Background: an optimization exercise with open tools, aiming at small area, a short achievable clock period and few clock cycles. Do not read the settings as production practice. Only simulation tests tie the RTL to the original design; equivalence was not proved. Power is estimated from default activity; no workload was simulated.

[flow/run.sh]
#!/bin/bash
# The standard layout, with plain buffers (buf_2) on the ports instead of the
# delay cells that buffer_ports picks by default. Every port still gets its
# own buffer.
set -euo pipefail
bash standard.sh "BUFFER_PORTS_ARGS=-buffer_cell sky130_fd_sc_hd__buf_2" finish > standard.log 2>&1
[standard.sh]
#!/bin/bash
# synth_recipe.tcl (not shown) runs the flow's synth.tcl, then flattens the netlist and writes it again
# the make line also repeats each setting of config.mk as NAME=value (left out here)
make -C /OpenROAD-flow-scripts/flow DESIGN_CONFIG=/design/flow/config.mk WORK_HOME=/design/flow/orfs CLKGATE_MAP_FILE= SYNTH_SCRIPT=/design/flow/synth_recipe.tcl "${@:-finish}"
[config.mk]
export PLATFORM = sky130hd
export DESIGN_NAME = od_client
export DESIGN_NICKNAME = od_client
export VERILOG_FILES = /design/flow/design.v
export SDC_FILE = /design/flow/constraint.sdc
export NUM_CORES = 4
export LEC_CHECK = 0
export ABC_AREA = 1
export CAP_MARGIN = 20
export CORE_MARGIN = 2
export CORE_UTILIZATION = 40
export SETUP_SLACK_MARGIN = 2.85
export SLEW_MARGIN = 20
[constraint.sdc]
create_clock -name core_clock -period 5.0 [get_ports {clk}]
set_input_delay 1.0000 -clock core_clock [delete_from_list [all_inputs] [get_ports {clk}]]
set_output_delay 1.0000 -clock core_clock [all_outputs]
set_load 0.01 [all_outputs]
[design.v]
module crc16_byte (
    input  wire [15:0] crc,
    input  wire [7:0]  din,
    output wire [15:0] nxt
);
    wire [7:0] x = crc[15:8] ^ din;
    wire [7:0] y = x ^ {4'd0, x[7:4]};
    assign nxt = {crc[7:0], 8'd0} ^ {y[3:0], 12'd0} ^ {3'd0, y, 5'd0} ^ {8'd0, y};
endmodule
module od_client (
    input  wire        clk,
    input  wire        rst,
    input  wire        cmd_valid,
    output reg         cmd_ready,
    input  wire        cmd_write,
    input  wire [15:0] cmd_idx,
    input  wire [7:0]  cmd_sub,
    input  wire [2:0]  cmd_wid,
    input  wire        cmd_sgn,
    input  wire [31:0] cmd_val,
    input  wire [31:0] cmd_tmo,
    output reg         tx_valid,
    output reg  [7:0]  tx_data,
    output reg         tx_last,
    input  wire        tx_ready,
    input  wire        txr_valid,
    input  wire        txr_ok,
    output reg         txr_ready,
    input  wire        rx_valid,
    input  wire [7:0]  rx_data,
    output reg         rx_ready,
    input  wire        tick,
    output reg         res_valid,
    output reg  [3:0]  res_kind,
    output reg  [2:0]  res_cause,
    output reg  [31:0] res_info,
    output reg  [31:0] res_val,
    input  wire        res_ready
);
    localparam [7:0] START    = 8'h7E;
    localparam [7:0] ESC      = 8'h7D;
    localparam [7:0] OP_READ  = 8'h01;
    localparam [7:0] OP_WRITE = 8'h02;
    localparam [3:0] K_OK = 4'd0, K_FRAME = 4'd1, K_TIMEOUT = 4'd2,
                     K_PROTO = 4'd3, K_DEVICE = 4'd4, K_WRFAIL = 4'd9,
                     K_CMD = 4'd10;
    localparam [2:0] FE_MARKER = 3'd1, FE_TRUNC = 3'd2, FE_CRC = 3'd4;
    localparam [2:0] PE_OPCODE = 3'd1, PE_SHAPE = 3'd2, PE_WIDTH = 3'd3;
    localparam [2:0] CE_OPERAND = 3'd3;
    localparam [2:0] R_START = 3'd0, R_OPC = 3'd1, R_LEN = 3'd2,
                     R_PAY = 3'd3, R_CLO = 3'd4, R_CHI = 3'd5;
    reg        txing;        
    reg        txend;        
    reg        zpend;        
    reg        wr;
    reg        w1, w2;       
    reg        sgn;
    reg [31:0] tmr;
    reg [3:0]  k;            
    reg        escp;         
    reg        cur_res;      
    reg [2:0]  rph;
    reg        escf;
    reg        rxany;
    reg [7:0]  rem;          
    reg        lo_ok;
    reg [7:0]  rq;
    reg        q_opc, q_len, q_pay;
    reg        opc_bad;
    reg        len_short;
    reg        len_bad;
    reg        abt_nz;       
    reg [15:0] crc;
    function is_res(input [7:0] b);
        is_res = (b == START) || (b == ESC);
    endfunction
    wire cmd_take = cmd_valid && cmd_ready;
    wire cmd_bad  = !((cmd_wid == 3'd1) || (cmd_wid == 3'd2) || (cmd_wid == 3'd4)) ||
                    (cmd_tmo == 32'd0);
    wire [7:0] cur     = res_info[7:0];
    wire       tx_adv  = txing && (!tx_valid || tx_ready);
    wire       tx_done = txend && tx_valid && tx_ready;   
    wire rx_take    = rx_valid && rx_ready;
    wire rx_content = escf || (rx_data != ESC);
    wire q_body     = q_opc || q_len || q_pay;
    wire [7:0] fill = {8{sgn & rq[7]}};
    wire [15:0] crc_nxt;
    crc16_byte u_crc (.crc(crc), .din(rx_ready ? rq : cur), .nxt(crc_nxt));
    wire [15:0] crc_fin = q_body ? crc_nxt : crc;
    wire crc_ok = lo_ok && (crc[15:8] == rx_data);
    wire dev_err  = !opc_bad && !len_short && abt_nz;
    wire read_ok  = !opc_bad && !len_short && !abt_nz && !len_bad && !wr;
    reg [3:0] pre_kind;
    reg [2:0] pre_cause;
    always @(*) begin
        pre_kind = K_OK; pre_cause = 3'd0;
        if (opc_bad)        begin pre_kind = K_PROTO;  pre_cause = PE_OPCODE; end
        else if (len_short) begin pre_kind = K_PROTO;  pre_cause = PE_SHAPE;  end
        else if (abt_nz)    begin pre_kind = K_DEVICE; pre_cause = 3'd0;      end
        else if (len_bad)   begin pre_kind = K_PROTO;  pre_cause = wr ? PE_SHAPE : PE_WIDTH; end
    end
    task fail(input [3:0] kind, input [2:0] cause);
        begin
            zpend     <= 1'b1;
            res_kind  <= kind;
            res_cause <= cause;
            rx_ready  <= 1'b0;
        end
    endtask
    always @(posedge clk) begin
        if (rst) begin
            cmd_ready <= 1'b1;
            txing     <= 1'b0;
            txend     <= 1'b0;
            zpend     <= 1'b0;
            tx_valid  <= 1'b0;
            txr_ready <= 1'b0;
            rx_ready  <= 1'b0;
            res_valid <= 1'b0;
            q_opc     <= 1'b0;
            q_len     <= 1'b0;
            q_pay     <= 1'b0;
        end else begin
            if (res_valid && res_ready) begin
                res_valid <= 1'b0;
                cmd_ready <= 1'b1;
            end
            if (cmd_take) begin
                cmd_ready <= 1'b0;
                wr        <= cmd_write;
                w1        <= cmd_wid[0];
                w2        <= cmd_wid[1];
                sgn       <= cmd_sgn;
                tmr       <= cmd_tmo;
                res_info  <= {cmd_idx, (cmd_write ? 8'd3 + {5'd0, cmd_wid} : 8'd3),
                              (cmd_write ? OP_WRITE : OP_READ)};
                res_val   <= {cmd_val[23:0], cmd_sub};
                rem       <= cmd_val[31:24];
                k         <= cmd_write ? 4'd7 + {1'b0, cmd_wid} : 4'd7;
                escp      <= 1'b0;
                cur_res   <= 1'b0;
                crc       <= 16'd0;
                tx_data   <= START;
                tx_last   <= 1'b0;
                if (cmd_bad) begin
                    fail(K_CMD, CE_OPERAND);
                end else begin
                    txing    <= 1'b1;
                    tx_valid <= 1'b1;
                end
            end
            if (tx_adv) begin
                tx_valid <= 1'b1;
                if (!escp && cur_res) begin
                    tx_data <= ESC;
                    escp    <= 1'b1;
                end else begin
                    tx_data <= cur;
                    escp    <= 1'b0;
                    k       <= k - 4'd1;
                    if (k >= 4'd3) crc <= crc_nxt;
                    if (k == 4'd3) begin
                        res_info[15:0] <= crc_nxt;
                        cur_res <= is_res(crc_nxt[7:0]);
                    end else begin
                        res_info <= {res_val[7:0], res_info[31:8]};
                        res_val  <= {rem, res_val[31:8]};
                        cur_res  <= is_res(res_info[15:8]);
                    end
                    if (k == 4'd1) begin
                        tx_last <= 1'b1;
                        txing   <= 1'b0;
                        txend   <= 1'b1;
                    end
                end
            end else if (tx_valid && tx_ready) begin
                tx_valid <= 1'b0;
            end
            if (tx_done) begin
                txend     <= 1'b0;
                txr_ready <= 1'b1;
            end
            if (txr_valid && txr_ready) begin
                txr_ready <= 1'b0;
                rph       <= R_START;
                escf      <= 1'b0;
                rxany     <= 1'b0;
                crc       <= 16'd0;
                if (txr_ok) rx_ready <= 1'b1;
                else        fail(K_WRFAIL, 3'd0);
            end
            rq    <= rx_data;
            q_opc <= rx_take && rx_content && (rph == R_OPC);
            q_len <= rx_take && rx_content && (rph == R_LEN);
            q_pay <= rx_take && rx_content && (rph == R_PAY);
            if (q_body) crc <= crc_nxt;
            if (q_opc) opc_bad <= (rq != (wr ? OP_WRITE : OP_READ));
            if (q_len) begin
                k         <= 4'd0;
                len_short <= (rq < 8'd4);
                len_bad   <= (rq != (wr ? 8'd4 : w1 ? 8'd5 : w2 ? 8'd6 : 8'd8));
            end
            if (q_pay) begin
                if (!k[3]) k <= k + 4'd1;
                if (!k[2] && !k[3]) begin
                    res_info <= {rq, res_info[31:8]};
                    abt_nz   <= (abt_nz && k != 4'd0) || (rq != 8'd0);
                end
                if (k[2] && !k[3]) begin
                    if (w1)      res_val <= {fill, fill, fill, rq};
                    else if (w2) res_val <= {fill, fill, rq, res_val[15:8]};
                    else         res_val <= {rq, res_val[31:8]};
                end
            end
            if (rx_ready && (rph == R_CLO || rph == R_CHI) && !q_body) begin
                res_kind  <= pre_kind;
                res_cause <= pre_cause;
                if (!dev_err) res_info <= 32'd0;
                if (!read_ok) res_val  <= 32'd0;
            end
            if (zpend) begin
                zpend     <= 1'b0;
                res_valid <= 1'b1;
                res_info  <= 32'd0;
                res_val   <= 32'd0;
            end
            if (rx_take) begin
                rxany <= 1'b1;
                if (rph == R_START) begin
                    if (rx_data == START) rph <= R_OPC;
                    else                  fail(K_FRAME, FE_MARKER);
                end else begin
                    escf <= !escf && (rx_data == ESC);
                    if (rx_content) begin
                        case (rph)
                        R_OPC: rph <= R_LEN;
                        R_LEN: begin
                            rem <= rx_data;
                            rph <= (rx_data == 8'd0) ? R_CLO : R_PAY;
                        end
                        R_PAY: begin
                            rem <= rem - 8'd1;
                            if (rem == 8'd1) rph <= R_CLO;
                        end
                        R_CLO: begin
                            lo_ok <= (crc_fin[7:0] == rx_data);
                            rph   <= R_CHI;
                        end
                        default: begin
                            rx_ready <= 1'b0;
                            if (crc_ok) res_valid <= 1'b1;
                            else        fail(K_FRAME, FE_CRC);
                        end
                        endcase
                    end
                end
            end else if (rx_ready && tick) begin
                tmr <= tmr - 32'd1;
                if (tmr == 32'd1) begin
                    if (rxany) fail(K_FRAME, FE_TRUNC);
                    else       fail(K_TIMEOUT, 3'd0);
                end
            end
        end
    end
endmodule
==> results.ini, run 1 <==
[global_routing]
track_usage_pct = 27.94
grt_antenna_before_repair = 0
grt_max_degree = 71
grt.overflow.total = 0
grt_pass1_wl_um = 67890
grt_pass1_vias = 11848

[sta]
tightest_slew_ns = 0.5091
finalHoldViolCount = 0
period_needed_ns = 2.154
rsz0062_at_grt = true
fin_setup_tns_ns = 0
maxSlewHeadroom_pct = 65.93
fmax_mhz = 464.2
whs_ns = 0.4495
setup_viol = 0
skew_ns = 0.01815
period_share_pct = 43.09
slew_violations = 0

[finish]
areaGrowthSynthToFinish_pct = 27.50
n_antenna_cell = 0
layout-drive-gt1-share_pct = 26.69
final_net_count = 2001
final_util_pct = 52.20
fin_area_sq_um = 15550

[synthesis]
postSynthCellCount = 1628
syn-num-nets = 1750
synth_edf_count = 164
synth_area_sq_um = 12200
synth_area_leaders = edfxtp_1 40%, nand2_1 12%, inv_1 6.2%
synth_top_area_share_pct = 40.37
ys_ff_latch = 175
async_flop_share_pct = 0
synth.distinct_cells = 58
synthTopCellsByCount = 393 x nand2_1, 201 x inv_1, 164 x edfxtp_1
yosysMostFrequentCell = nand2_1
synthFlopType = edfxtp_1
yosys_warnings = 1
seq_area_frac_synth_pct = 42.17
yosys.area.top_type = edfxtp_1
syn_avg_cell_area_sq_um = 7.493

[setup_path]
critPathMaxFanout = 4
r2r_slack_ns = 2.89
reg2reg_depth = 14
worstSetupPathType = reg -> out
critical_path_arrival_ns = 1.15
cp_slowest_cell = dfxtp_1
critPathRequiredTime_ns = 4.00
crit_chain = buf_2
crit_path_max_incr_delay_ns = 0.51
start_kind = flip-flop
cp-end-kind = output pin
path_buf_inv = 1
cp_top_family = flip-flops
cp.depth = 1

[flow_run]
max-cap-violations = 0

[route]
wl_um = 46090
drtIter0Drc = 1623
drt-wirelength-per-cell_um = 20.20
drc = 0
firstDrtPassIters = 5
ant_nets = 0
vias = 12975
via_per_inst = 5.686

[floorplan]
pin_count = 195
start_util_pct = 40.94
core-area_sq_um = 29800
die_w_um = 178.6
die_y_um = 178.6
rows = 63
die_area_sq_um = 31910

[clocking]
clk_pin_slew_ns = 0.07
h-tree-depth = 4
clk_path_buf_depth = 2
cts_tree = built
postCtsHoldBufs = 0
numClockSinks = 175
cts_buffers = 17
clk_latency_ns = 0.45
root_buffer = clkbuf_16

[placed_design]
dpl.hpwl_um = 31660
placement.cell_area_sq_um = 13610
port_buffers = 194
place.gp.congestion = 0.9371

[min_path]
hold_class = reg -> reg
min_path_cells = 2

[power_and_ir_drop]
vdd_drop_max_v = 0.0002469
pwr_density_cell_nw_per_um2 = 289.1
p_leak_nw = 6.714
totalPowerFinal_w = 0.004496

[outcome]
outcome = finished clean

final cells by class:
cell class / count / area [sq um]
fillers: 2967 / 14240
multi-input cells: 1183 / 6514
flip-flops and latches: 175 / 5150
repair buffers: 286 / 1872
inverters: 209 / 904.6
well taps: 390 / 488.0
clock buffers: 17 / 425.4
clock inverters: 15 / 145.1
repair inverters: 7 / 55.05
per-layer routing:
layer  track usage [%]  wire, um  vias to the layer above  share of wire (%)
met1             38.30     19240                     6094                 42
met3             3.005      3713                       99                8.1
li1                  -         -                     6084                  -
met4             11.28      1632                        0                3.5
met2             45.13     21500                      698                 47
met5                 0         0                        -                  0
registers in the layout (all words and copies together) (netlist names), 3 cells and up:
register	count
crc	16
k	4
rem	8
res_cause	3
res_info	32
res_kind	4
res_val	32
rph	3
rq	8
tmr	32
tx_data	8
placed cells by master (no fill, tap or decap), types with 30 or more instances in the layout:
cell type and instances:
nand2_1 380, buf_2 190, inv_1 179, edfxtp_1 164, nor2_1 149, o21ai_0 102
nand3_1 89, buf_4 77, a21oi_1 76, o21ai_1 46, o22ai_1 37, nand2_2 30
worst register-to-register path, stage by stage (launching register included):
cell	delay (ns)
dfxtp_4	0.36
buf_12	0.14
bufbuf_16	0.27
nand2_1	0.11
nand3_2	0.09
nand2_2	0.18
nand2_2	0.12
nand2_4	0.14
nand2_1	0.09
nand3_1	0.07
nand3_1	0.08
nand2_1	0.07
nor2_1	0.05
nand2_1	0.09
nor2_2	0.04
worst paths after layout:
path / endpoint / startpoint
setup / recovery: tx_valid / tx_valid
hold / removal: txend / txend
setup reg to reg: lo_ok / rx_ready
hold reg to reg: txend / txend
kinds of logic after synthesis:
group / synth area share, %
flops: 42.17
fa+ha+maj: 1.231
compound gates: 18.63
simple gates: 27.21
buf+inv: 9.046
xor+xnor: 1.713
stage by stage:
step / cells / setup slack, ns
final: 2282 / 2.846
after global routing: 2282 / 2.743
after CTS: 2241 / 2.681
after detailed placement: 2156 / 1.455
after global placement: 2156 / 1.476
after floorplan: 1628 / 1.442
power by group:
part           internal [W]  switching, W
registers           0.00179      0.000164
clock network      0.000665      0.000687
logic              0.000436      0.000750
what timing repair did:
item                       4_1_cts  5_1_grt
resized for setup               59       89
pin swaps                       11       25
setup endpoints to repair      287      103
buffers inserted                43       39
gates cloned                    10        2
Testbench counts, summed over its fixed seeds: cycles 7,284.
==> run 2: changes to the inputs <==
--- a/config.mk
+++ b/config.mk
@@ -9,5 +9,6 @@
 export CAP_MARGIN = 20
 export CORE_MARGIN = 2
-export CORE_UTILIZATION = 40
+export CORE_UTILIZATION = 55
+export CTS_BUF_LIST = sky130_fd_sc_hd__clkbuf_8
 export SETUP_SLACK_MARGIN = 2.85
 export SLEW_MARGIN = 20
==> results.ini, run 2 <==
[outcome]
outcome = finished clean  ; unchanged

[setup_path]
r2r-end = res_info[2]  ; was lo_ok
reg2reg_depth = 10  ; was 14
path_buf_inv = 1  ; unchanged
worstSetupPathType = reg -> out  ; unchanged
crit_chain = buf_2  ; unchanged
critPathRequiredTime_ns = 4.00  ; about the same
cp_slowest_cell = dfxtp_2  ; was dfxtp_1
critical_path_arrival_ns = 1.19  ; was 1.15 ns
rr_startpoint = k[0]  ; was rx_ready
critical_path.startpoint = cmd_ready  ; was tx_valid
crit_path_max_incr_delay_ns = 0.53  ; was 0.51 ns
r2r_slack_ns = 2.86  ; was 2.89 ns
cp_top_family = flip-flops  ; unchanged
crit_end = cmd_ready  ; was tx_valid
critPathMaxFanout = 4  ; unchanged
start_kind = flip-flop  ; unchanged
cp.depth = 1  ; unchanged
cp-end-kind = output pin  ; unchanged

[flow_run]
max-cap-violations = 0  ; unchanged

[route]
firstDrtPassIters = 8  ; was 5
vias = 13288  ; was 12975
via_per_inst = 6.076  ; was 5.686
drc = 0  ; unchanged
drt-wirelength-per-cell_um = 20.52  ; was 20.20 um
wl_um = 44890  ; was 46090 um
drtIter0Drc = 1841  ; was 1623
ant_nets = 0  ; unchanged

[placed_design]
placement.cell_area_sq_um = 13470  ; was 13610 sq um
port_buffers = 194  ; unchanged
pre_cts_slack_ns = 1.557  ; was 1.455 ns
placedCellCount = 2046  ; was 2156
dpl.hpwl_um = 30190  ; was 31660 um
place.gp.congestion = 0.9987  ; was 0.9371

[synthesis]
seq_area_frac_synth_pct = 42.17  ; unchanged
synthFlopType = edfxtp_1  ; unchanged
synth_area_sq_um = 12200  ; unchanged
yosys_warnings = 1  ; unchanged
syn_avg_cell_area_sq_um = 7.493  ; unchanged
synth.distinct_cells = 58  ; unchanged
ys_ff_latch = 175  ; unchanged
synth_area_leaders = edfxtp_1 40%, nand2_1 12%, inv_1 6.2%  ; unchanged
postSynthCellCount = 1628  ; unchanged
synth_top_area_share_pct = 40.37  ; unchanged
async_flop_share_pct = 0  ; unchanged
syn-num-nets = 1750  ; unchanged
yosys.area.top_type = edfxtp_1  ; unchanged
synthTopCellsByCount = 393 x nand2_1, 201 x inv_1, 164 x edfxtp_1  ; unchanged
synth_edf_count = 164  ; unchanged
yosysMostFrequentCell = nand2_1  ; unchanged

[sta]
tightest_slew_ns = 0.5475  ; was 0.5091 ns
skew_ns = 0.02163  ; was 0.01815 ns
fin_setup_tns_ns = 0  ; unchanged
period_needed_ns = 2.191  ; was 2.154 ns
slew_violations = 0  ; unchanged
fmax_mhz = 456.4  ; was 464.2 MHz
maxSlewHeadroom_pct = 63.50  ; was 65.93%
rsz0062_at_grt = true  ; unchanged
finalHoldViolCount = 0  ; unchanged
setup_viol = 0  ; unchanged
setup_ws_ns = 2.809  ; was 2.846 ns
period_share_pct = 43.82  ; was 43.09%

[power_and_ir_drop]
pwr_density_cell_nw_per_um2 = 277.6  ; was 289.1 nW/um^2
vdd_drop_max_v = 0.0001813  ; was 0.0002469 V
p_leak_nw = 6.681  ; was 6.714 nW
totalPowerFinal_w = 0.004241  ; was 0.004496 W

[clocking]
clk_latency_ns = 0.48  ; was 0.45 ns
cts_tree = built  ; unchanged
numClockSinks = 175  ; unchanged
postCtsHoldBufs = 0  ; unchanged
clk_pin_slew_ns = 0.10  ; was 0.07 ns
clk_path_buf_depth = 2  ; unchanged
cts_buffers = 17  ; unchanged
h-tree-depth = 4  ; unchanged
root_buffer = clkbuf_8  ; was clkbuf_16

[global_routing]
grt_pass1_vias = 11828  ; was 11848
grt_antenna_before_repair = 1  ; was 0
grt_max_degree = 91  ; was 71
grt.overflow.total = 0  ; unchanged
grt_pass1_wl_um = 66030  ; was 67890 um
track_usage_pct = 35.78  ; was 27.94%

[floorplan]
die_area_sq_um = 23390  ; was 31910 sq um
die_y_um = 152.9  ; was 178.6 um
rows = 54  ; was 63
pin_count = 195  ; unchanged
die_w_um = 152.9  ; was 178.6 um
core-area_sq_um = 21820  ; was 29800 sq um
start_util_pct = 55.90  ; was 40.94%

[finish]
layout_common_cells = 383 x nand2_1, 190 x buf_2, 177 x inv_1  ; was 380 x nand2_1, 190 x buf_2, 179 x inv_1
stdcell_count = 2187  ; was 2282
reg.largest.list = res_info x32, res_val x32, tmr x32  ; unchanged
fin_area_sq_um = 15280  ; was 15550 sq um
final_net_count = 2015  ; was 2001
areaGrowthSynthToFinish_pct = 25.24  ; was 27.50%
layout-drive-gt1-share_pct = 26.86  ; was 26.69%
layout_commonest_cell = nand2_1  ; unchanged

[min_path]
hold_class = reg -> reg  ; unchanged

-- run 2: cell counts after synthesis --
No cell type changed its count.
-- run 2: area by class of cell --
class | instances | area, sq um
Tap cell | 280 | 350.3
Timing Repair Buffer | 299 | 1939
Sequential cell | 175 | 5151
Multi-Input combinational cell | 1183 | 6461
Timing Repair inverter | 8 | 70.07
Fill cell | 1810 | 6545
Inverter | 209 | 898.4
Antenna cell | 1 | 2.502
Clock buffer | 17 | 234.0
Clock inverter | 15 | 171.4
-- run 2: report_power, final --
part	total (W)	switching [W]	leakage, nW	internal [W]
Combinational	0.00122	0.000763	4.79	0.000457
Sequential	0.00195	0.000159	1.69	0.00179
Clock	0.00107	0.000578	0.199	0.000492
Total	0.00424	0.00150	6.68	0.00274
-- run 2: worst min-delay path by stage --
stage,from,to,cells past startpoint
3_5_place_dp,txend,txend,2
2_1_floorplan,txend,txend,2
5_1_grt,txend,txend,2
4_1_cts,txend,txend,2
3_3_place_gp,txend,txend,2
6_report,txend,txend,2
-- run 2: what timing repair did --
action	4_1_cts	5_1_grt
gates cloned	8	7
endpoints found under the setup margin	282	137
pin swaps	7	24
setup buffers	36	57
gates resized for setup	52	88
-- run 2: per-stage QoR --
stage	utilization [%]	hold slack (ns)
2_1_floorplan	-	0.4258
3_3_place_gp	61.71	0.4323
3_5_place_dp	61.71	0.4494
4_1_cts	66.09	0.4651
5_1_grt	70.00	0.4818
6_report	70.01	0.4604
-- run 2: kinds of logic (layout without fill, tap and decap cells) --
kind of cell,Yosys count,count (layout),share of synthesized area [%]
flip-flops,175,175,42.17
AND/OR/NAND/NOR,754,758,27.21
adder cells (fa/ha/maj),12,12,1.231
buffers and inverters,274,548,9.046
other,0,1,0
XOR/XNOR,23,23,1.713
AO/OA/AOI/OAI,390,390,18.63
-- run 2: tightest hold or removal path: cells and delay by family, from the launching register on --
kind | cells | cell delay [ns]
flops | 1 | 0.32
compound gates | 1 | 0.06
buf+inv | 1 | 0.05
-- run 2: metal layers --
| metal | global-route usage, % | up-vias | routed length (um) |
|---|---|---|---|
| li1 | - | 6099 | - |
| met1 | 49.76 | 6070 | 17260 |
| met2 | 56.14 | 987 | 20360 |
| met3 | 7.003 | 132 | 5662 |
| met4 | 12.70 | 0 | 1603 |
| met5 | 0 | - | 0 |
==> run 3: changes to the inputs <==
==> run.sh (new file) <==
#!/bin/bash
# synth_recipe.tcl (not shown) runs the flow's synth.tcl, then flattens the netlist and writes it again
# the make line also repeats each setting of config.mk as NAME=value (left out here)
make -C /OpenROAD-flow-scripts/flow DESIGN_CONFIG=/design/flow/config.mk WORK_HOME=/design/flow/orfs CLKGATE_MAP_FILE= SYNTH_SCRIPT=/design/flow/synth_recipe.tcl finish
--- a/config.mk
+++ b/config.mk
@@ -9,6 +9,5 @@
 export CAP_MARGIN = 20
 export CORE_MARGIN = 2
-export CORE_UTILIZATION = 55
-export CTS_BUF_LIST = sky130_fd_sc_hd__clkbuf_8
+export CORE_UTILIZATION = 40
 export SETUP_SLACK_MARGIN = 2.85
 export SLEW_MARGIN = 20
removed: flow/run.sh
removed: standard.sh
==> results.ini, run 3 <==
[outcome]
outcome = finished clean  ; unchanged

[floorplan]
core-area_sq_um = 29800  ; was 21820 sq um
rows = 63  ; was 54
die_area_sq_um = 31910  ; was 23390 sq um
die_y_um = 178.6  ; was 152.9 um
die_w_um = 178.6  ; was 152.9 um
start_util_pct = 40.94  ; was 55.90%
pin_count = 195  ; unchanged

[clocking]
h-tree-depth = 4  ; unchanged
numClockSinks = 175  ; unchanged
cts_tree = built  ; unchanged
postCtsHoldBufs = 0  ; unchanged
root_buffer = clkbuf_16  ; was clkbuf_8
clk_pin_slew_ns = 0.09  ; was 0.10 ns
cts_buffers = 17  ; unchanged
clk_latency_ns = 0.46  ; was 0.48 ns
clk_path_buf_depth = 2  ; unchanged

[route]
via_per_inst = 5.745  ; was 6.076
drt-wirelength-per-cell_um = 20.65  ; was 20.52 um
firstDrtPassIters = 6  ; was 8
drc = 0  ; unchanged
wl_um = 48870  ; was 44890 um
ant_nets = 0  ; unchanged
vias = 13598  ; was 13288
drtIter0Drc = 1747  ; was 1841

[setup_path]
start_kind = input port  ; was flip-flop
cp-end-kind = flip-flop  ; was output pin
critPathRequiredTime_ns = 5.31  ; was 4.00 ns
worstSetupPathType = in -> reg  ; was reg -> out
cp_top_family = buffers and inverters  ; was flip-flops
critical_path_arrival_ns = 2.52  ; was 1.19 ns
crit_chain = buf_8, inv_8, nand2_8, nand2_8, nor2_8, inv_12, nor2_4, buf_12, buf_12, inv_8, a31oi_1, o21ai_1, a21oi_1  ; was buf_2
critPathMaxFanout = 16  ; was 4
r2r_slack_ns = 2.87  ; was 2.86 ns
path_buf_inv = 6  ; was 1
cp_slowest_cell = buf_12  ; was dfxtp_2
crit_path_max_incr_delay_ns = 0.23  ; was 0.53 ns

[sta]
rsz0062_at_grt = true  ; unchanged
fmax_mhz = 451.7  ; was 456.4 MHz
fin_setup_tns_ns = 0  ; unchanged
setup_viol = 0  ; unchanged
skew_ns = 0.02708  ; was 0.02163 ns
period_share_pct = 44.28  ; was 43.82%
finalHoldViolCount = 0  ; unchanged
whs_ns = 0.4525  ; was 0.4604 ns
slew_violations = 0  ; unchanged
setup_ws_ns = 2.786  ; was 2.809 ns
period_needed_ns = 2.214  ; was 2.191 ns
tightest_slew_ns = 0.5420  ; was 0.5475 ns
maxSlewHeadroom_pct = 63.67  ; was 63.50%

[synthesis]
yosys.area.top_type = edfxtp_1  ; unchanged
yosysMostFrequentCell = nand2_1  ; unchanged
synthFlopType = edfxtp_1  ; unchanged
synthTopCellsByCount = 393 x nand2_1, 201 x inv_1, 164 x edfxtp_1  ; unchanged
postSynthCellCount = 1628  ; unchanged
synth_area_leaders = edfxtp_1 40%, nand2_1 12%, inv_1 6.2%  ; unchanged
yosys_warnings = 1  ; unchanged
async_flop_share_pct = 0  ; unchanged
synth_area_sq_um = 12200  ; unchanged
seq_area_frac_synth_pct = 42.17  ; unchanged
synth.distinct_cells = 58  ; unchanged
synth_edf_count = 164  ; unchanged
synth_top_area_share_pct = 40.37  ; unchanged
syn_avg_cell_area_sq_um = 7.493  ; unchanged
ys_ff_latch = 175  ; unchanged
syn-num-nets = 1750  ; unchanged

[global_routing]
grt.overflow.total = 0  ; unchanged
grt_max_degree = 68  ; was 91
grt_pass1_vias = 12294  ; was 11828
grt_pass1_wl_um = 69900  ; was 66030 um
track_usage_pct = 28.83  ; was 35.78%
grt_antenna_before_repair = 0  ; was 1

[placed_design]
place.gp.congestion = 0.9817  ; was 0.9987
pre_cts_slack_ns = 1.050  ; was 1.557 ns
dpl.hpwl_um = 31980  ; was 30190 um
port_buffers = 194  ; unchanged

[flow_run]
max-cap-violations = 0  ; unchanged

[finish]
layout_common_cells = 375 x nand2_1, 167 x inv_1, 164 x edfxtp_1  ; was 383 x nand2_1, 190 x buf_2, 177 x inv_1
reg.largest.list = res_info x32, res_val x32, tmr x32  ; unchanged
final_net_count = 2086  ; was 2015
fill_cells = 2756  ; was 1810
layout-drive-gt1-share_pct = 24.08  ; was 26.86%
areaGrowthSynthToFinish_pct = 40.74  ; was 25.24%
layout_commonest_cell = nand2_1  ; unchanged
n_antenna_cell = 0  ; was 1

[min_path]
hold_class = reg -> reg  ; unchanged

[power_and_ir_drop]
vdd_drop_max_v = 0.0001711  ; was 0.0001813 V
pwr_density_cell_nw_per_um2 = 274.5  ; was 277.6 nW/um^2
p_leak_nw = 7.367  ; was 6.681 nW

==> run 3: logic make-up (layout without fill, tap and decap cells) <==
group | after synthesis | count (layout) | share of synthesized area, %
fa+ha+maj | 12 | 12 | 1.231
compound gates | 390 | 390 | 18.63
xor+xnor | 23 | 23 | 1.713
flops | 175 | 175 | 42.17
buf+inv | 274 | 619 | 9.046
simple gates | 754 | 758 | 27.21
==> run 3: area by class of cell <==
type | count | area [sq um] | area share [%]
flip-flops and latches | 175 | 5154 | 30.02
multi-input cells | 1183 | 6618 | 38.54
inverters | 209 | 903.4 | 5.262
repair buffers | 369 | 3331 | 19.40
clock inverters | 14 | 142.6 | 0.8308
well taps | 390 | 488.0 | 2.842
repair inverters | 9 | 103.9 | 0.6049
clock buffers | 18 | 429.2 | 2.500
==> run 3: power breakdown <==
group / switching (W) / leakage, nW / internal [W] / total, W
sequential: 0.000137 / 1.69 / 0.00179 / 0.00193
clock: 0.000691 / 0.276 / 0.000667 / 0.00136
combinational: 0.000833 / 5.40 / 0.000592 / 0.00143
total: 0.00166 / 7.37 / 0.00305 / 0.00471
==> run 3: worst paths after layout <==
| check | endpoint | from | cells past startpoint |
|---|---|---|---|
| max | res_val[7] | tx_ready | 13 |
| min | txend | txend | 2 |
| max reg2reg | res_info[12] | rq[0] | 10 |
| min reg2reg | txend | txend | 2 |
==> run 3: per-stage QoR <==
stage / utilization [%] / std cells / cell area (sq um) / total power (W)
finish: 57.62 / 2367 / 17170 / 0.004713
global route: 57.62 / 2367 / 17170 / 0.004889
CTS: 54.56 / 2299 / 16260 / 0.004572
detailed placement: 49.05 / 2159 / 14620 / 0.003136
global placement: 49.04 / 2159 / 14610 / 0.003122
floorplan: - / 1628 / 12460 / 0.002632
==> run 3: tightest hold or removal path, cell delays in order (launching register included) <==
cell	delay [ns]
dfxtp_1	0.31
inv_1	0.05
a21oi_1	0.05
==> run 3: what timing repair did <==
action,4_1_cts,5_1_grt
cloned,8,8
setup buffers,100,60
pin swaps,33,50
setup endpoints to repair,393,266
endpoints found under the hold margin,0,0
gates resized for setup,341,172
==> run 3: metal layers <==
layer  vias up  wire length (um)  global-route usage [%]
li1       6254                 -                       -
met1      6384             19690                   39.30
met2       824             22460                   46.40
met3       136              4486                   3.858
met4         0              2240                   11.28
met5         -                 0                       0
==> run 4: changes to the inputs <==
--- a/design.v
+++ b/design.v
@@ -100,4 +100,29 @@
         else if (len_bad)   begin pre_kind = K_PROTO;  pre_cause = wr ? PE_SHAPE : PE_WIDTH; end
     end
+    wire        tmr_dec = rx_ready && tick && !rx_take;
+    wire [31:0] tmr_low0;
+    assign tmr_low0[0] = 1'b1;
+    genvar gi;
+    generate
+        for (gi = 1; gi < 32; gi = gi + 1) begin : g_low0
+            assign tmr_low0[gi] = tmr_low0[gi-1] && !tmr[gi-1];
+        end
+    endgenerate
+    wire       rx_hit  = rx_take && rx_content;
+    wire       rem_dec = rx_hit && (rph == R_PAY);
+    wire [7:0] rem_low0;
+    assign rem_low0[0] = 1'b1;
+    generate
+        for (gi = 1; gi < 8; gi = gi + 1) begin : g_rlow0
+            assign rem_low0[gi] = rem_low0[gi-1] && !rem[gi-1];
+        end
+    endgenerate
+    always @(posedge clk) begin
+        tmr <= cmd_take ? cmd_tmo : (tmr ^ ({32{tmr_dec}} & tmr_low0));
+        rq  <= rx_data;
+        rem <= cmd_take ? cmd_val[31:24] :
+               (rx_hit && rph == R_LEN) ? rx_data :
+               (rem ^ ({8{rem_dec}} & rem_low0));
+    end
     task fail(input [3:0] kind, input [2:0] cause);
         begin
@@ -132,9 +157,7 @@
                 w2        <= cmd_wid[1];
                 sgn       <= cmd_sgn;
-                tmr       <= cmd_tmo;
                 res_info  <= {cmd_idx, (cmd_write ? 8'd3 + {5'd0, cmd_wid} : 8'd3),
                               (cmd_write ? OP_WRITE : OP_READ)};
                 res_val   <= {cmd_val[23:0], cmd_sub};
-                rem       <= cmd_val[31:24];
                 k         <= cmd_write ? 4'd7 + {1'b0, cmd_wid} : 4'd7;
                 escp      <= 1'b0;
@@ -190,5 +213,4 @@
                 else        fail(K_WRFAIL, 3'd0);
             end
-            rq    <= rx_data;
             q_opc <= rx_take && rx_content && (rph == R_OPC);
             q_len <= rx_take && rx_content && (rph == R_LEN);
@@ -236,9 +258,7 @@
                         R_OPC: rph <= R_LEN;
                         R_LEN: begin
-                            rem <= rx_data;
                             rph <= (rx_data == 8'd0) ? R_CLO : R_PAY;
                         end
                         R_PAY: begin
-                            rem <= rem - 8'd1;
                             if (rem == 8'd1) rph <= R_CLO;
                         end
@@ -256,5 +276,4 @@
                 end
             end else if (rx_ready && tick) begin
-                tmr <= tmr - 32'd1;
                 if (tmr == 32'd1) begin
                     if (rxany) fail(K_FRAME, FE_TRUNC);
==> flow/run.sh (new file) <==
#!/bin/bash
# The standard layout, with plain buffers (buf_2) on the ports instead of the
# delay cells that buffer_ports picks by default. Every port still gets its
# own buffer.
set -euo pipefail
bash standard.sh "BUFFER_PORTS_ARGS=-buffer_cell sky130_fd_sc_hd__buf_2" finish > standard.log 2>&1
==> standard.sh (new file) <==
#!/bin/bash
# synth_recipe.tcl (not shown) runs the flow's synth.tcl, then flattens the netlist and writes it again
# the make line also repeats each setting of config.mk as NAME=value (left out here)
make -C /OpenROAD-flow-scripts/flow DESIGN_CONFIG=/design/flow/config.mk WORK_HOME=/design/flow/orfs CLKGATE_MAP_FILE= SYNTH_SCRIPT=/design/flow/synth_recipe.tcl "${@:-finish}"
--- a/config.mk
+++ b/config.mk
@@ -9,5 +9,6 @@
 export CAP_MARGIN = 20
 export CORE_MARGIN = 2
-export CORE_UTILIZATION = 40
+export CORE_UTILIZATION = 55
+export CTS_BUF_LIST = sky130_fd_sc_hd__clkbuf_8
 export SETUP_SLACK_MARGIN = 2.85
 export SLEW_MARGIN = 20
removed: run.sh
==> results.ini, run 4 <==
[finish]
layout-drive-gt1-share_pct = 27.36  ; was 24.08%
stdcell_count = 1935  ; was 2367
reg.largest.list = res_info x32, res_val x32, tmr x32  ; unchanged
layout_common_cells = 294 x nand2_1, 190 x buf_2, 159 x inv_1  ; was 375 x nand2_1, 167 x inv_1, 164 x edfxtp_1
fill_cells = 1565  ; was 2756
layout_commonest_cell = nand2_1  ; unchanged
areaGrowthSynthToFinish_pct = 29.17  ; was 40.74%
fin_area_sq_um = 13690  ; was 17170 sq um
final_net_count = 1781  ; was 2086

[outcome]
outcome = finished clean  ; unchanged

[min_path]
hold_class = reg -> reg  ; unchanged

[setup_path]
cp_slowest_cell = dfxtp_4  ; was buf_12
critPathRequiredTime_ns = 5.23  ; was 5.31 ns
critPathMaxFanout = 10  ; was 16
crit_path_max_incr_delay_ns = 0.38  ; was 0.23 ns
cp-end-kind = flip-flop  ; unchanged
start_kind = flip-flop  ; was input port
worstSetupPathType = reg -> reg  ; was in -> reg
crit_chain = bufbuf_16, o21ai_4, inv_1, nand2_2, nand2_4, nand2_2, nand2_4, nand2_1, o21ai_1, or2_2, nand3b_1, nor2_1, nand2_1, nor2_1  ; was buf_8, inv_8, nand2_8, nand2_8, nor2_8, inv_12, nor2_4, buf_12, buf_12, inv_8, a31oi_1, o21ai_1, a21oi_1
critical_path_arrival_ns = 2.45  ; was 2.52 ns

[placed_design]
port_buffers = 194  ; unchanged
place.gp.congestion = 0.9507  ; was 0.9817
pre_cts_slack_ns = 1.297  ; was 1.050 ns
dpl.hpwl_um = 23310  ; was 31980 um
placement.cell_area_sq_um = 11920  ; was 14620 sq um
placedCellCount = 1821  ; was 2159

[global_routing]
grt_antenna_before_repair = 3  ; was 0
grt.overflow.total = 0  ; unchanged
grt_pass1_vias = 9798  ; was 12294
grt_max_degree = 85  ; was 68
track_usage_pct = 32.96  ; was 28.83%
grt_pass1_wl_um = 52120  ; was 69900 um

[sta]
fin_setup_tns_ns = 0  ; unchanged
setup_ws_ns = 2.786  ; about the same
setup_viol = 0  ; unchanged
tightest_slew_ns = 0.7069  ; was 0.5420 ns
period_share_pct = 44.27  ; was 44.28%
fmax_mhz = 451.8  ; was 451.7 MHz
maxSlewHeadroom_pct = 52.87  ; was 63.67%
skew_ns = 0.01826  ; was 0.02708 ns
period_needed_ns = 2.214  ; about the same
slew_violations = 0  ; unchanged
whs_ns = 0.4680  ; was 0.4525 ns
finalHoldViolCount = 0  ; unchanged
rsz0062_at_grt = true  ; unchanged

[route]
drc = 0  ; unchanged
vias = 11202  ; was 13598
drt-wirelength-per-cell_um = 18.26  ; was 20.65 um
ant_nets = 0  ; unchanged
via_per_inst = 5.789  ; was 5.745
firstDrtPassIters = 5  ; was 6
wl_met1_um = 14410  ; was 19690 um
routed.top_layer = met5  ; was met4
drtIter0Drc = 1133  ; was 1747
wl_um = 35330  ; was 48870 um
wl_met3_um = 3129  ; was 4486 um
dr_wl_met2_um = 16370  ; was 22460 um

[power_and_ir_drop]
pwr_density_cell_nw_per_um2 = 291.0  ; was 274.5 nW/um^2
p_leak_nw = 6.135  ; was 7.367 nW
vdd_drop_max_v = 0.0002143  ; was 0.0001711 V

[synthesis]
postSynthCellCount = 1417  ; was 1628
yosys.area.top_type = edfxtp_1  ; unchanged
synth_top_area_share_pct = 32.86  ; was 40.37%
synth_compound_area_share_pct = 18.65  ; was 18.63%
yosys.area_share.simple_pct = 24.80  ; was 27.21%
synth.distinct_cells = 57  ; was 58
syn_avg_cell_area_sq_um = 7.481  ; was 7.493 sq um
syn-num-nets = 1537  ; was 1750
synthFlopType = edfxtp_1  ; unchanged
synthTopCellsByCount = 316 x nand2_1, 177 x nor2_1, 176 x inv_1  ; was 393 x nand2_1, 201 x inv_1, 164 x edfxtp_1
synth_xor_area_share_pct = 2.644  ; was 1.713%
synth_area_leaders = edfxtp_1 33%, nand2_1 11%, dfxtp_1 11%  ; was edfxtp_1 40%, nand2_1 12%, inv_1 6.2%
synth_mux_area_share_pct = 0  ; unchanged
seq_area_frac_synth_pct = 44.00  ; was 42.17%
synth_top_family_by_area = simple AND/OR/NAND/NOR gates  ; unchanged
async_flop_share_pct = 0  ; unchanged
synth_edf_count = 116  ; was 164
synth_area_sq_um = 10600  ; was 12200 sq um
yosysMostFrequentCell = nand2_1  ; unchanged
yosys.area_share.adder_pct = 1.180  ; was 1.231%
yosys_warnings = 1  ; unchanged
ys_ff_latch = 175  ; unchanged

[floorplan]
start_util_pct = 56.29  ; was 40.94%
die_area_sq_um = 20400  ; was 31910 sq um
rows = 50  ; was 63
pin_count = 195  ; unchanged
core-area_sq_um = 18830  ; was 29800 sq um
die_w_um = 142.8  ; was 178.6 um
die_y_um = 142.8  ; was 178.6 um

[clocking]
h-tree-depth = 4  ; unchanged
root_buffer = clkbuf_8  ; was clkbuf_16
clk_pin_slew_ns = 0.09  ; about the same
cts_buffers = 17  ; unchanged
clk_path_buf_depth = 2  ; unchanged
numClockSinks = 175  ; unchanged
postCtsHoldBufs = 0  ; unchanged
clk_latency_ns = 0.48  ; was 0.46 ns
cts_tree = built  ; unchanged

[flow_run]
max-cap-violations = 0  ; unchanged

## run 4: cell count changes after synthesis, moves of 11 or more
cell	change
edfxtp_1	-48
o22ai_1	-13
nor2_2	-11
a31oi_1	+16
o21ai_1	-15
nand3_1	-27
o21ai_0	-17
buf_2	-18
nor2_1	+14
inv_1	-25
dfxtp_1	+48
nand2_1	-77
nand2_2	-22
clkbuf_1	+15
## run 4: cell families (layout without fill, tap and decap cells)
logic type | after synthesis | after routing
buf+inv | 241 | 495
xor+xnor | 32 | 32
flops | 175 | 175
compound gates | 340 | 340
other cells | 0 | 1
fa+ha+maj | 10 | 10
simple gates | 619 | 622
## run 4: power by group
group	leakage (nW)	switching [W]	internal, W	total [W]
Sequential	1.63	0.000161	0.00174	0.00190
Clock	0.205	0.000537	0.000430	0.000967
Combinational	4.30	0.000679	0.000440	0.00112
Total	6.13	0.00138	0.00261	0.00398
## run 4: final cells by class
cell class	instances	area [sq um]	share of cell area (%)
antenna	1	2.502	0.01828
clock buffer	20	275.3	2.010
clock inverter	12	96.34	0.7036
inverter	182	795.8	5.812
multi-input combinational	1004	5655	41.30
sequential	175	4672	34.12
tap	260	325.3	2.376
timing repair buffer	273	1768	12.91
timing repair inverter	8	101.3	0.7402
## run 4: final timing paths
kind / startpoint / end / slack (ns) / depth (start not counted)
setup reg to reg: rx_ready / lo_ok / 2.79 / 14
hold / removal: tmr[30] / tmr[30] / 0.47 / 2
hold reg to reg: tmr[30] / tmr[30] / 0.47 / 2
setup / recovery: rx_ready / lo_ok / 2.79 / 14
## run 4: critical path, delay by kind of cell, from the launching register on
kind | cells | cell delay (ns)
simple gates | 10 | 0.89
flops | 1 | 0.38
buf+inv | 2 | 0.38
compound gates | 2 | 0.30
## run 4: metal layers
metal  up-vias  global-route usage, %
met4         4                  13.55
met3       101                  4.728
met5         -                      0
met2       630                  51.85
li1       5287                      -
met1      5180                  45.90
## run 4: metrics by stage
stage	utilization, %	total power [W]
finish	72.71	0.003985
global route	72.70	0.004172
CTS	68.21	0.003850
detailed placement	63.28	0.002839
global placement	63.26	0.002823
floorplan	-	0.002521
## run 4: timing repair
item / 4_1_cts / 5_1_grt
gates resized for setup: 60 / 111
buffers inserted: 26 / 41
pin swaps: 12 / 37
setup endpoints to repair: 225 / 200
cloned: 6 / 8
Testbench counts of run 4, summed over its fixed seeds: cycles 7,284.
==> run 5: changes to the inputs <==
--- a/design.v
+++ b/design.v
@@ -86,5 +86,5 @@
     wire [7:0] fill = {8{sgn & rq[7]}};
     wire [15:0] crc_nxt;
-    crc16_byte u_crc (.crc(crc), .din(rx_ready ? rq : cur), .nxt(crc_nxt));
+    crc16_byte u_crc (.crc(crc), .din(txing ? cur : rq), .nxt(crc_nxt));
     wire [15:0] crc_fin = q_body ? crc_nxt : crc;
     wire crc_ok = lo_ok && (crc[15:8] == rx_data);
@@ -102,9 +102,19 @@
     wire        tmr_dec = rx_ready && tick && !rx_take;
     wire [31:0] tmr_low0;
-    assign tmr_low0[0] = 1'b1;
+    wire [7:0] nib0;             
+    wire [7:0] nib_low0;         
     genvar gi;
     generate
-        for (gi = 1; gi < 32; gi = gi + 1) begin : g_low0
-            assign tmr_low0[gi] = tmr_low0[gi-1] && !tmr[gi-1];
+        for (gi = 0; gi < 8; gi = gi + 1) begin : g_nib
+            assign nib0[gi] = ~|tmr[4*gi+3:4*gi];
+            if (gi == 0) begin : g_first
+                assign nib_low0[gi] = 1'b1;
+            end else begin : g_next
+                assign nib_low0[gi] = nib_low0[gi-1] && nib0[gi-1];
+            end
+            assign tmr_low0[4*gi]   = nib_low0[gi];
+            assign tmr_low0[4*gi+1] = nib_low0[gi] && !tmr[4*gi];
+            assign tmr_low0[4*gi+2] = nib_low0[gi] && !tmr[4*gi] && !tmr[4*gi+1];
+            assign tmr_low0[4*gi+3] = nib_low0[gi] && !tmr[4*gi] && !tmr[4*gi+1] && !tmr[4*gi+2];
         end
     endgenerate
==> results.ini, run 5 <==
[clocking]
postCtsHoldBufs = 0  ; unchanged
root_buffer = clkbuf_8  ; unchanged
h-tree-depth = 4  ; unchanged
clk_latency_ns = 0.49  ; was 0.48 ns
cts_buffers = 17  ; unchanged
clk_pin_slew_ns = 0.10  ; was 0.09 ns
numClockSinks = 175  ; unchanged
clk_path_buf_depth = 2  ; unchanged
cts_tree = built  ; unchanged

[finish]
multi_input_area_sq_um = 5620  ; was 5655 sq um
layout-drive-gt1-share_pct = 24.37  ; was 27.36%
final_net_count = 1884  ; was 1781
areaGrowthSynthToFinish_pct = 26.39  ; was 29.17%
n_antenna_cell = 0  ; was 1
reg.largest.list = res_info x32, res_val x32, tmr x32  ; unchanged
fill_cells = 1722  ; was 1565
seq_area_sq_um = 4676  ; was 4672 sq um
final_util_pct = 70.87  ; was 72.71%
layout_common_cells = 385 x nand2_1, 185 x buf_2, 176 x inv_1  ; was 294 x nand2_1, 190 x buf_2, 159 x inv_1
layout_commonest_cell = nand2_1  ; unchanged

[setup_path]
cp_top_family = flip-flops  ; was simple AND/OR/NAND/NOR gates
start_kind = flip-flop  ; unchanged
crit_chain = buf_2  ; was bufbuf_16, o21ai_4, inv_1, nand2_2, nand2_4, nand2_2, nand2_4, nand2_1, o21ai_1, or2_2, nand3b_1, nor2_1, nand2_1, nor2_1
critical_path_arrival_ns = 1.20  ; was 2.45 ns
cp-end-kind = output pin  ; was flip-flop
r2r-end = res_info[11]  ; was lo_ok
r2r_slack_ns = 2.87  ; was 2.79 ns
rr_startpoint = k[0]  ; was rx_ready
critPathMaxFanout = 3  ; was 10
crit_path_max_incr_delay_ns = 0.52  ; was 0.38 ns
critPathRequiredTime_ns = 4.00  ; was 5.23 ns
worstSetupPathType = reg -> out  ; was reg -> reg
path_buf_inv = 1  ; was 2
reg2reg_depth = 11  ; was 14
cp_slowest_cell = edfxtp_1  ; was dfxtp_4
cp.depth = 1  ; was 14

[synthesis]
ys_ff_latch = 175  ; unchanged
synth_area_leaders = edfxtp_1 32%, nand2_1 14%, dfxtp_1 11%  ; was edfxtp_1 33%, nand2_1 11%, dfxtp_1 11%
synth_top_family_by_area = simple AND/OR/NAND/NOR gates  ; unchanged
synth_xor_area_share_pct = 1.360  ; was 2.644%
synth.distinct_cells = 55  ; was 57
synth_compound_area_share_pct = 17.26  ; was 18.65%
syn_avg_cell_area_sq_um = 7.242  ; was 7.481 sq um
syn-num-nets = 1632  ; was 1537
synth_mux_area_share_pct = 0  ; unchanged
synth_edf_count = 116  ; unchanged
seq_area_frac_synth_pct = 42.60  ; was 44.00%
yosysMostFrequentCell = nand2_1  ; unchanged
yosys.area_share.simple_pct = 28.49  ; was 24.80%
yosys.area.top_type = edfxtp_1  ; unchanged
yosys_warnings = 1  ; unchanged
synth_area_sq_um = 10950  ; was 10600 sq um
synthTopCellsByCount = 402 x nand2_1, 184 x inv_1, 173 x nor2_1  ; was 316 x nand2_1, 177 x nor2_1, 176 x inv_1
postSynthCellCount = 1512  ; was 1417
synth_top_area_share_pct = 31.81  ; was 32.86%
async_flop_share_pct = 0  ; unchanged
yosys.area_share.adder_pct = 1.143  ; was 1.180%
synthFlopType = edfxtp_1  ; unchanged

[placed_design]
dpl.hpwl_um = 25570  ; was 23310 um
place.gp.congestion = 0.9436  ; was 0.9507
pre_cts_slack_ns = 1.411  ; was 1.297 ns
port_buffers = 194  ; unchanged

[floorplan]
die_y_um = 145.1  ; was 142.8 um
core-area_sq_um = 19530  ; was 18830 sq um
pin_count = 195  ; unchanged
die_w_um = 145.1  ; was 142.8 um
rows = 51  ; was 50
die_area_sq_um = 21050  ; was 20400 sq um
start_util_pct = 56.07  ; was 56.29%

[sta]
slew_violations = 0  ; unchanged
finalHoldViolCount = 0  ; unchanged
period_share_pct = 44.09  ; was 44.27%
rsz0062_at_grt = true  ; unchanged
maxSlewHeadroom_pct = 44.21  ; was 52.87%
fin_setup_tns_ns = 0  ; unchanged
period_needed_ns = 2.204  ; was 2.214 ns
setup_viol = 0  ; unchanged
skew_ns = 0.02003  ; was 0.01826 ns
setup_ws_ns = 2.796  ; was 2.786 ns
fmax_mhz = 453.6  ; was 451.8 MHz
tightest_slew_ns = 0.8157  ; was 0.7069 ns

[global_routing]
grt_pass1_vias = 10214  ; was 9798
grt.overflow.total = 0  ; unchanged
grt_antenna_before_repair = 0  ; was 3
track_usage_pct = 33.61  ; was 32.96%
grt_pass1_wl_um = 55650  ; was 52120 um
grt_max_degree = 73  ; was 85

[power_and_ir_drop]
vdd_drop_max_v = 0.0001812  ; was 0.0002143 V
p_leak_nw = 6.479  ; was 6.135 nW
totalPowerFinal_w = 0.004231  ; was 0.003985 W
pwr_density_cell_nw_per_um2 = 305.7  ; was 291.0 nW/um^2

[route]
wl_um = 37900  ; was 35330 um
drtIter0Drc = 1122  ; was 1133
drc = 0  ; unchanged
via_per_inst = 5.759  ; was 5.789
ant_nets = 0  ; unchanged
vias = 11760  ; was 11202
firstDrtPassIters = 6  ; was 5
drt-wirelength-per-cell_um = 18.56  ; was 18.26 um

[outcome]
outcome = finished clean  ; unchanged

[min_path]
min_path_cells = 2  ; unchanged
min_to = txend  ; was tmr[30]
hold_class = reg -> reg  ; unchanged
hp-start = txend  ; was tmr[30]

[flow_run]
max-cap-violations = 0  ; unchanged

run 5: cell types whose count changed in the layout (fill, tap and decap cells not counted), sizes merged, moves of 8 or more:
cell    delta
nand2     +87
nand3     +30
a21oi     -16
inv       +12
o21ai     -11
xor2      -10
buf        +9
o211ai     +8
run 5: how the worst max path moves through the flow:
stage,start,end
floorplan,rst,lo_ok
global placement,tx_ready,res_info[11]
detailed placement,tx_ready,res_info[11]
CTS,res_info[1],res_info[1]
global route,txing,lo_ok
finish,res_info[1],res_info[1]
run 5: per-layer routing:
| metal | up-vias | global-route usage [%] | wire [um] |
|---|---|---|---|
| met2 | 722 | 52.79 | 17340 |
| met4 | 0 | 11.32 | 1409 |
| met3 | 105 | 8.082 | 4042 |
| met5 | - | 0 | 0 |
| li1 | 5589 | - | - |
| met1 | 5344 | 45.84 | 15110 |
run 5: cell families (layout without fill, tap and decap cells):
group | Yosys count | in the layout
AO/OA/AOI/OAI | 321 | 321
adder cells (fa/ha/maj) | 10 | 10
flip-flops | 175 | 175
buffers and inverters | 252 | 516
AND/OR/NAND/NOR | 737 | 738
XOR/XNOR | 17 | 17
run 5: power breakdown:
group          internal, W  switching (W)
Sequential         0.00174       0.000145
Clock             0.000648       0.000558
Combinational     0.000448       0.000693
Total              0.00284        0.00140
run 5: cell type report:
| type | instances | share of cell area [%] |
|---|---|---|
| Multi-Input combinational cell | 1086 | 40.61 |
| Timing Repair inverter | 12 | 0.8137 |
| Tap cell | 265 | 2.396 |
| Clock buffer | 21 | 2.089 |
| Sequential cell | 175 | 33.79 |
| Clock inverter | 11 | 1.356 |
| Inverter | 191 | 5.805 |
| Timing Repair Buffer | 281 | 13.14 |
run 5: stage by stage:
step | area [sq um] | std cells | hold WS (ns)
6_report | 13840 | 2042 | 0.4494
5_1_grt | 13840 | 2042 | 0.4745
4_1_cts | 13110 | 1986 | 0.4486
3_5_place_dp | 12160 | 1916 | 0.4353
3_3_place_gp | 12160 | 1916 | 0.4317
2_1_floorplan | 11190 | 1512 | 0.4258
run 5: timing repair:
item,in CTS,in global routing
setup endpoints to repair,244,121
gates cloned,3,11
pin swaps,8,12
buffers inserted,35,45
gates resized for setup,46,72
Testbench counts of run 5, summed over its fixed seeds: cycles 7,284.
==> run 6: changes to the inputs <==
--- a/config.mk
+++ b/config.mk
@@ -11,4 +11,4 @@
 export CORE_UTILIZATION = 55
 export CTS_BUF_LIST = sky130_fd_sc_hd__clkbuf_8
-export SETUP_SLACK_MARGIN = 2.85
+export SETUP_SLACK_MARGIN = 2.75
 export SLEW_MARGIN = 20
==> results.ini, run 6 <==
[synthesis]
synth_edf_count = 116  ; unchanged
yosys.area_share.simple_pct = 28.49  ; unchanged
synth_xor_area_share_pct = 1.360  ; unchanged
synth_top_area_share_pct = 31.81  ; unchanged
seq_area_frac_synth_pct = 42.60  ; unchanged
ys_ff_latch = 175  ; unchanged
synth_mux_area_share_pct = 0  ; unchanged
async_flop_share_pct = 0  ; unchanged
yosys_warnings = 1  ; unchanged
synthFlopType = edfxtp_1  ; unchanged
syn_avg_cell_area_sq_um = 7.242  ; unchanged
synth.distinct_cells = 55  ; unchanged
synthTopCellsByCount = 402 x nand2_1, 184 x inv_1, 173 x nor2_1  ; unchanged
synth_compound_area_share_pct = 17.26  ; unchanged
postSynthCellCount = 1512  ; unchanged
yosys.area_share.adder_pct = 1.143  ; unchanged
synth_area_sq_um = 10950  ; unchanged
synth_area_leaders = edfxtp_1 32%, nand2_1 14%, dfxtp_1 11%  ; unchanged
syn-num-nets = 1632  ; unchanged
yosysMostFrequentCell = nand2_1  ; unchanged
yosys.area.top_type = edfxtp_1  ; unchanged
synth_top_family_by_area = simple AND/OR/NAND/NOR gates  ; unchanged

[power_and_ir_drop]
p_leak_nw = 6.092  ; was 6.479 nW
vdd_drop_max_v = 0.0002125  ; was 0.0001812 V
pwr_density_cell_nw_per_um2 = 306.8  ; was 305.7 nW/um^2

[global_routing]
grt_pass1_wl_um = 54340  ; was 55650 um
grt_max_degree = 84  ; was 73
grt_pass1_vias = 10055  ; was 10214
grt_antenna_before_repair = 2  ; was 0
grt.overflow.total = 0  ; unchanged
use_met2_pct = 50.69  ; was 52.79%
track_usage_pct = 32.76  ; was 33.61%
met3_usage_pct = 6.667  ; was 8.082%
grtUsageMet1_pct = 45.72  ; was 45.84%
top_usage_layer = met2  ; unchanged

[sta]
finalHoldViolCount = 0  ; unchanged
setup_viol = 0  ; unchanged
tightest_slew_ns = 0.7995  ; was 0.8157 ns
fmax_mhz = 433.3  ; was 453.6 MHz
period_share_pct = 46.16  ; was 44.09%
rsz0062_at_grt = true  ; unchanged
period_needed_ns = 2.308  ; was 2.204 ns
skew_ns = 0.02469  ; was 0.02003 ns
maxSlewHeadroom_pct = 45.32  ; was 44.21%
slew_violations = 0  ; unchanged
fin_setup_tns_ns = 0  ; unchanged
whs_ns = 0.4669  ; was 0.4494 ns
setup_ws_ns = 2.692  ; was 2.796 ns

[finish]
stdcell_count = 1990  ; was 2042
final_net_count = 1830  ; was 1884
areaGrowthSynthToFinish_pct = 19.67  ; was 26.39%
reg.largest.list = res_info x32, res_val x32, tmr x32  ; unchanged
layout_commonest_cell = nand2_1  ; unchanged
layout_common_cells = 396 x nand2_1, 193 x buf_2, 178 x inv_1  ; was 385 x nand2_1, 185 x buf_2, 176 x inv_1
layout-drive-gt1-share_pct = 20.31  ; was 24.37%

[flow_run]
max-cap-violations = 0  ; unchanged

[floorplan]
core-area_sq_um = 19530  ; unchanged
die_area_sq_um = 21050  ; unchanged
rows = 51  ; unchanged
pin_count = 195  ; unchanged
die_w_um = 145.1  ; unchanged
start_util_pct = 56.07  ; unchanged
die_y_um = 145.1  ; unchanged

[setup_path]
rr_startpoint = rq[4]  ; was k[0]
critPathMaxFanout = 6  ; was 3
start_kind = flip-flop  ; unchanged
critPathRequiredTime_ns = 5.24  ; was 4.00 ns
crit_end = lo_ok  ; was res_info[1]
crit_path_max_incr_delay_ns = 0.45  ; was 0.52 ns
crit_top_cell = nand2_1
reg2reg_depth = 12  ; was 11
r2r-end = lo_ok  ; was res_info[11]
cp_slowest_cell = dfxtp_2  ; was edfxtp_1
critical_path_arrival_ns = 2.55  ; was 1.20 ns
r2r_slack_ns = 2.69  ; was 2.87 ns
worstSetupPathType = reg -> reg  ; was reg -> out
critical_path.startpoint = rq[4]  ; was res_info[1]
path_buf_inv = 1  ; unchanged
cp_top_family = simple AND/OR/NAND/NOR gates  ; was flip-flops
cp.depth = 12  ; was 1
crit_chain = inv_1, nand2_1, nand3_1, nand2_1, nand2_1, nand2_2, xor2_4, nand2_1, nand2_1, nand2_1, nand3_1, nor2_1  ; was buf_2
cp-end-kind = flip-flop  ; was output pin

[route]
vias = 11455  ; was 11760
wl_um = 36980  ; was 37900 um
ant_nets = 0  ; unchanged
drt-wirelength-per-cell_um = 18.58  ; was 18.56 um
via_per_inst = 5.756  ; was 5.759
drc = 0  ; unchanged
firstDrtPassIters = 8  ; was 6
drtIter0Drc = 1385  ; was 1122

[clocking]
clk_latency_ns = 0.50  ; was 0.49 ns
clk_path_buf_depth = 2  ; unchanged
clk_pin_slew_ns = 0.09  ; was 0.10 ns
cts_tree = built  ; unchanged
cts_buffers = 17  ; unchanged
numClockSinks = 175  ; unchanged
h-tree-depth = 4  ; unchanged
root_buffer = clkbuf_8  ; unchanged

[placed_design]
placedCellCount = 1916  ; unchanged
place.gp.congestion = 0.9446  ; was 0.9436
pre_cts_slack_ns = 1.401  ; was 1.411 ns
dpl.hpwl_um = 25730  ; was 25570 um
port_buffers = 194  ; unchanged

[outcome]
outcome = finished clean  ; unchanged

[min_path]
hold_class = reg -> reg  ; unchanged

## run 6: logic make-up after synthesis
group | Yosys count
simple gates | 737
compound gates | 321
xor+xnor | 17
fa+ha+maj | 10
buf+inv | 252
flops | 175
## run 6: area by class of cell
cell class / count / area [sq um]
diodes: 2 / 5.005
repair inverters: 9 / 77.57
clock buffers: 17 / 234.0
fillers: 1775 / 6424
clock inverters: 15 / 182.7
multi-input cells: 1086 / 5478
repair buffers: 230 / 1320
well taps: 265 / 331.6
flip-flops and latches: 175 / 4672
inverters: 191 / 802.0
## run 6: power by group
part           leakage, nW  switching [W]  internal [W]
logic                 4.25       0.000638      0.000379
registers             1.62       0.000167       0.00174
clock network        0.221       0.000591      0.000504
## run 6: routing by layer
layer	share of wire (%)	vias to the layer above
li1	-	5470
met1	41	5230
met2	45	680
met3	11	75
met4	2.9	0
met5	0	-
## run 6: metrics by stage
step                      utilization, %  total power (W)  area [sq um]
after floorplan                        -         0.002532         11140
after global placement             62.20         0.002842         12150
after detailed placement           62.20         0.002861         12150
after CTS                          65.30         0.003954         12750
after global routing               67.08         0.004193         13100
final                              67.10         0.004020         13100
## run 6: worst reg2reg max path: stages (launching register included)
cell and delay [ns]:
dfxtp_2 0.45, inv_1 0.21, nand2_1 0.16, nand3_1 0.08, nand2_1 0.22, nand2_1 0.10
nand2_2 0.21, xor2_4 0.27, nand2_1 0.12, nand2_1 0.09, nand2_1 0.05, nand3_1 0.06
nor2_1 0.05
## run 6: timing repair
| item | in CTS | in global routing |
|---|---|---|
| gates cloned | 3 | 8 |
| pin swaps | 3 | 6 |
| gates resized for setup | 23 | 35 |
| setup endpoints to repair | 163 | 122 |
| setup buffers | 11 | 18 |
| hold buffers | 0 | 0 |
## run 6: worst min-delay path by stage
| stage | start | end | slack, ns | depth (start not counted) |
|---|---|---|---|---|
| after global placement | txend | txend | 0.43 | 2 |
| after floorplan | txend | txend | 0.43 | 2 |
| after global routing | txend | txend | 0.49 | 2 |
| final | txend | txend | 0.47 | 2 |
| after detailed placement | txend | txend | 0.45 | 2 |
| after CTS | txend | txend | 0.47 | 2 |
==> run 7: changes to the inputs <==
==> flow/run.sh (replaced) <==
#!/bin/bash
# The standard layout, with plain buffers (buf_1) on the ports instead of the
# delay cells that buffer_ports picks by default. Every port still gets its
# own buffer.
set -euo pipefail
bash standard.sh "BUFFER_PORTS_ARGS=-buffer_cell sky130_fd_sc_hd__buf_1" finish > standard.log 2>&1
--- a/config.mk
+++ b/config.mk
@@ -11,4 +11,4 @@
 export CORE_UTILIZATION = 55
 export CTS_BUF_LIST = sky130_fd_sc_hd__clkbuf_8
-export SETUP_SLACK_MARGIN = 2.75
+export SETUP_SLACK_MARGIN = 2.85
 export SLEW_MARGIN = 20
==> results.ini, run 7 <==
[placed_design]
place.gp.congestion = 0.9434  ; was 0.9446

[clocking]
clk_pin_slew_ns = 0.10  ; was 0.09 ns
root_buffer = clkbuf_8  ; unchanged
h-tree-depth = 4  ; unchanged
numClockSinks = 175  ; unchanged
cts_buffers = 17  ; unchanged

[synthesis]
yosys.area.top_type = edfxtp_1  ; unchanged
synth_area_leaders = edfxtp_1 32%, nand2_1 14%, dfxtp_1 11%  ; unchanged
synthFlopType = edfxtp_1  ; unchanged
synth.distinct_cells = 55  ; unchanged
syn_avg_cell_area_sq_um = 7.242  ; unchanged
synth_area_sq_um = 10950  ; unchanged
synth_top_area_share_pct = 31.81  ; unchanged
yosysMostFrequentCell = nand2_1  ; unchanged
synthTopCellsByCount = 402 x nand2_1, 184 x inv_1, 173 x nor2_1  ; unchanged
yosys.area_share.adder_pct = 1.143  ; unchanged

[setup_path]
worstSetupPathType = reg -> out  ; was reg -> reg
critPathMaxFanout = 3  ; was 6
path_buf_inv = 1  ; unchanged
reg2reg_depth = 10  ; was 12
cp.depth = 1  ; was 12
crit_chain = clkbuf_2  ; was inv_1, nand2_1, nand3_1, nand2_1, nand2_1, nand2_2, xor2_4, nand2_1, nand2_1, nand2_1, nand3_1, nor2_1
cp_top_family = flip-flops  ; was simple AND/OR/NAND/NOR gates
critical_path_arrival_ns = 1.18  ; was 2.55 ns

[power_and_ir_drop]
pwr_density_cell_nw_per_um2 = 302.0  ; was 306.8 nW/um^2
internal_power_w = 0.002688  ; was 0.002623 W
vdd_drop_max_v = 0.0001768  ; was 0.0002125 V
p_comb_share_pct = 27.4  ; was 25.3%

[finish]
stdcell_count = 2049  ; was 1990
layout-drive-gt1-share_pct = 16.31  ; was 20.31%
layout_common_cells = 381 x nand2_1, 175 x buf_1, 170 x inv_1  ; was 396 x nand2_1, 193 x buf_2, 178 x inv_1
layout_commonest_cell = nand2_1  ; unchanged
fill_cells = 1738  ; was 1775

[route]
via_per_inst = 5.818  ; was 5.756
drc = 0  ; unchanged
firstDrtPassIters = 6  ; was 8

[floorplan]
start_util_pct = 56.07  ; unchanged

[global_routing]
track_usage_pct = 34.07  ; was 32.76%
grt_antenna_before_repair = 0  ; was 2
grt_pass1_wl_um = 56370  ; was 54340 um
grt_pass1_vias = 10381  ; was 10055

[outcome]
outcome = finished clean  ; unchanged

[sta]
rsz0062_at_grt = true  ; unchanged
fin_setup_tns_ns = 0  ; unchanged
skew_ns = 0.01326  ; was 0.02469 ns
tightest_slew_ns = 0.8940  ; was 0.7995 ns
maxSlewHeadroom_pct = 38.86  ; was 45.32%
slew_violations = 0  ; unchanged

[min_path]
min_path_cells = 2  ; unchanged

==> run 7: metrics by stage <==
step	hold slack, ns	area [sq um]	worst slack, ns	power [W]	utilization (%)
after floorplan	0.4258	11190	2.146	0.002537	-
after global placement	0.4337	11930	1.393	0.002822	61.12
after detailed placement	0.4597	11930	1.311	0.002838	61.12
after CTS	0.4738	12790	2.794	0.003987	65.50
after global routing	0.4993	13750	2.771	0.004325	70.40
final	0.4657	13750	2.825	0.004151	70.40
==> run 7: area by class of cell <==
type                            instances  area, sq um  area share (%)
Multi-Input combinational cell       1088         5766           41.94
Clock inverter                         14        177.7           1.293
Timing Repair Buffer                  290         1657           12.05
Sequential cell                       175         4678           34.03
Timing Repair inverter                  8        67.56          0.4915
Tap cell                              265        331.6           2.412
Inverter                              191        820.8           5.971
Clock buffer                           18        247.7           1.802
==> run 7: final timing paths <==
path	start	endpoint	slack, ns
setup / recovery	res_info[7]	res_info[7]	2.82
hold / removal	txend	txend	0.47
setup reg to reg	rq[7]	res_info[8]	2.90
hold reg to reg	txend	txend	0.47
==> run 7: cell families after synthesis <==
family	Yosys count
buffers and inverters	252
adders and majority gates	10
DFF	175
AOI/OAI and AO/OA	321
and+or+nand+nor	737
xor gates and xnor gates	17
==> run 7: routing by layer <==
layer	vias up	share of wire, %	global-route usage [%]	wire, um
li1	5595	-	-	-
met1	5478	39	45.18	15170
met2	743	46	54.36	18100
met3	103	11	8.270	4336
met4	2	3.3	12.70	1304
met5	-	0.12	0	45
==> run 7: repair_timing <==
item,4_1_cts,5_1_grt
setup endpoints to repair,208,124
pin swaps,8,28
gates resized for setup,53,119
cloned,5,9
hold buffers,0,0
setup buffers,28,58
==> run 7: power groups by stage <==
stage	clock network (W)	registers, W	logic (W)
after floorplan	0	0.00191	0.000630
after global placement	0	0.00193	0.000891
after detailed placement	0	0.00193	0.000909
after CTS	0.00112	0.00189	0.000981
after global routing	0.00117	0.00191	0.00125
final	0.00112	0.00190	0.00114

Check on run 7: ideal ports give 2.825 ns setup slack; a clkbuf_16 on the clock port and buf_2 on the inputs give 2.780 ns; moving port delays by the midpoint clock arrival (0.529 ns) as well gives 2.314 ns.
